Background: an optimization exercise with open tools, aiming at small area, a short achievable clock period and few clock cycles. Do not read the settings as production practice. Only simulation tests tie the RTL to the original design; equivalence was not proved. Power and IR drop assume default switching activity.

== the previous run ==
## safe64_core
module safe64_core (
    input  wire        clk,
    input  wire        rst,
    input  wire        reg_we,
    input  wire [7:0]  reg_addr,
    input  wire [31:0] reg_wdata,
    output reg  [31:0] reg_rdata,
    output reg         mem_req,
    output reg         mem_we,
    output reg  [31:0] mem_addr,
    output reg  [7:0]  mem_wdata,
    input  wire [7:0]  mem_rdata,
    input  wire        mem_ready
);
Size in the first run: about 2,500 cells after synthesis, ~330 flip-flops, roughly 130 I/O pins, about 21,000 µm² of cells after synthesis.
Settings: LEC_CHECK=0, CAP_MARGIN=20, CORE_MARGIN=2, CORE_UTILIZATION=40, CTS_CLUSTER_DIAMETER=120, CTS_CLUSTER_SIZE=20, SETUP_SLACK_MARGIN=4, SLEW_MARGIN=20, SYNTH_HIERARCHICAL=1, TNS_END_PERCENT=0; clock period 9.0 ns.
run.sh (not shown) runs the stock make flow with config.mk's settings and CLKGATE_MAP_FILE= SYNTH_SCRIPT=/design/flow/synth_recipe.tcl, a recipe that flattens the netlist after the stock synthesis.
Testbench counts of the previous run, summed over its fixed seeds: cycles 108,034.
What the current run does differently from the previous run at the input level:
diff --git a/flow/design.v b/flow/design.v
--- a/flow/design.v
+++ b/flow/design.v
@@ -91,21 +91,21 @@
                 rev_sym = {2'b10, s[5:0] - 6'h3B};
             else if (s == 8'h09 || s == 8'h0A || s == 8'h0D || s == 8'h20)
                 rev_sym = {2'b01, 6'd0};
         end
     endfunction
     wire       r_code_ok, r_ws;
     wire [5:0] r_code;
     assign {r_code_ok, r_ws, r_code} = rev_sym(mem_rdata);
     wire [4:0] v_top  = {pad_q, val_q[63:60]};
     wire       v_last = (k_q == 4'd12);
-    wire [5:0] fwd_in = (op_q == OP_VWR) ? {!v_last, v_top} : acc_q[23:18];
+    wire [5:0] fwd_in = (st_q == S_VW) ? {!v_last, v_top} : acc_q[23:18];
     wire [7:0] fwd_out = fwd_sym(fwd_in);
     wire rr_z   = (rr_q == 32'd0);
     wire dl_hi0 = (dl_q[31:4] == 28'd0);
     wire enc    = (op_q == OP_ENC);
     wire       vw_first = !flag_q && ((v_top != 5'd0) || v_last);
     wire       vw_short = dl_hi0 && (dl_q[3:0] < (4'd13 - k_q));
     wire       vw_fail  = res_q[31] || (vw_first && vw_short);
     wire       vw_write = (flag_q || vw_first) && !vw_fail;
     wire       vr_ovf = (k_q == 4'd13) || ((k_q == 4'd12) && flag_q);
     always @(*) begin
Results
Between the current run and the previous run, the difference in sequential power is negligible. In the metrics for the current run and the previous run, the one carrying the higher cell area after synthesis is the current run. Compared the current run vs the previous run, and wire length is down in the current run. Cell area was higher in the run labelled the previous run. A last element of the critical path of reg_rdata[0] is what the previous run shows, while mem_addr[23] belongs to the current run. | placer's final routability congestion estimate | the previous run vs the current run | ≈ equal |. Static power due to leakage, the current run and the previous run: smaller value in the previous run. For area fraction of clock buffers and clock inverters, the previous run and the current run come out practically identical. The current run vs the previous run: synthesized net count down slightly. From the previous run to the current run the numbers moved as follows: overall power of the completed layout saw little to no change; buffer and inverter count on the worst path saw an increase.
Testbench counts of the current run, summed over its fixed seeds: cycles 108,034.

--- another note on this design; it stands on its own ---

Design safe64_core, start of the top module:
module safe64_core (
    input  wire        clk,
    input  wire        rst,
    input  wire        reg_we,
    input  wire [7:0]  reg_addr,
    input  wire [31:0] reg_wdata,
    output reg  [31:0] reg_rdata,
    output reg         mem_req,
    output reg         mem_we,
    output reg  [31:0] mem_addr,
    output reg  [7:0]  mem_wdata,
    input  wire [7:0]  mem_rdata,
    input  wire        mem_ready
);
==> flow/config.mk <==
export PLATFORM = sky130hd
export DESIGN_NAME = safe64_core
export DESIGN_NICKNAME = safe64_core
export VERILOG_FILES = /design/flow/design.v
export SDC_FILE = /design/flow/constraint.sdc
export NUM_CORES = 4
export LEC_CHECK = 0
export CAP_MARGIN = 20
export CORE_MARGIN = 2
export CORE_UTILIZATION = 40
export SETUP_SLACK_MARGIN = 4
export SLEW_MARGIN = 20
==> flow/constraint.sdc <==
create_clock -name core_clock -period 9.0 [get_ports {clk}]
set_input_delay 1.8000 -clock core_clock [delete_from_list [all_inputs] [get_ports {clk}]]
set_output_delay 1.8000 -clock core_clock [all_outputs]
set_load 0.01 [all_outputs]
run.sh (not shown) runs the stock make flow with config.mk's settings and CLKGATE_MAP_FILE= SYNTH_SCRIPT=/design/flow/synth_recipe.tcl, a recipe that flattens the netlist after the stock synthesis.
Testbench counts at the start, summed over its fixed seeds: cycles 108,034.
Change:
- PLACE_DENSITY: default -> 0.75
- TNS_END_PERCENT: default -> 5
What happened:
- clock power falls by a little under a tenth
- via count falls slightly
- non-clock buffer count falls by 44
- combinational power falls by a few percent
- wire length falls by a little under a tenth
- sequential share of layout area rises by 0.79 points
- final area falls by a few percent
- die area is unchanged
Change:
- CTS_CLUSTER_DIAMETER: default -> 120
- CTS_CLUSTER_SIZE: default -> 20
- PLACE_DENSITY: 0.75 -> default
After rerunning: Hold slack improved by 0.012 ns; setup slack improved by 0.22 ns; sequential cell count does not change; total power came out lower by 16%; design area came out lower by 0.65%.

static timing again, ports no longer ideal:
In the flow no input, the clock included, has a driving cell. The finished layouts below were timed again as built, in two steps. Step 1 (the two cells are an assumption about what drives the block):
set clk [get_ports {clk}]
set_driving_cell -lib_cell sky130_fd_sc_hd__clkbuf_16 $clk
set_driving_cell -lib_cell sky130_fd_sc_hd__buf_2 [delete_from_list [all_inputs] $clk]
Step 2 moves the port delays by t, midway between the first and last clock arrival at a register: inputs arrive t later, outputs are due t later. That takes back most of the time a late clock gives input paths. Three values: ideal ports, drivers, drivers and shift; two values: the first two.
run | shift t [ns] | slack for setup (ns) | clock arrival spread, ns | cell pins on the clock port's net
the previous run | 0.614 | 3.704 / 3.618 / 3.244 | 0.026 / 0.026 | 1
the current run | 0.611 | 3.750 / 3.691 / 3.267 | 0.018 / 0.018 | 1
the first run of note 2 | 0.633 | 3.657 / 3.486 / 3.434 | 0.022 / 0.023 | 1
the second run of note 2 | 0.638 | 3.487 / 3.323 / 3.011 | 0.038 / 0.038 | 1
the third run of note 2 | 0.637 | 3.702 / 3.486 / 3.197 | 0.030 / 0.030 | 1
After both steps setup and hold are still met in every run listed. The setup slack of the third run of note 2, which loses most, moves by -0.216 ns with the drivers and by -0.505 ns with both steps.
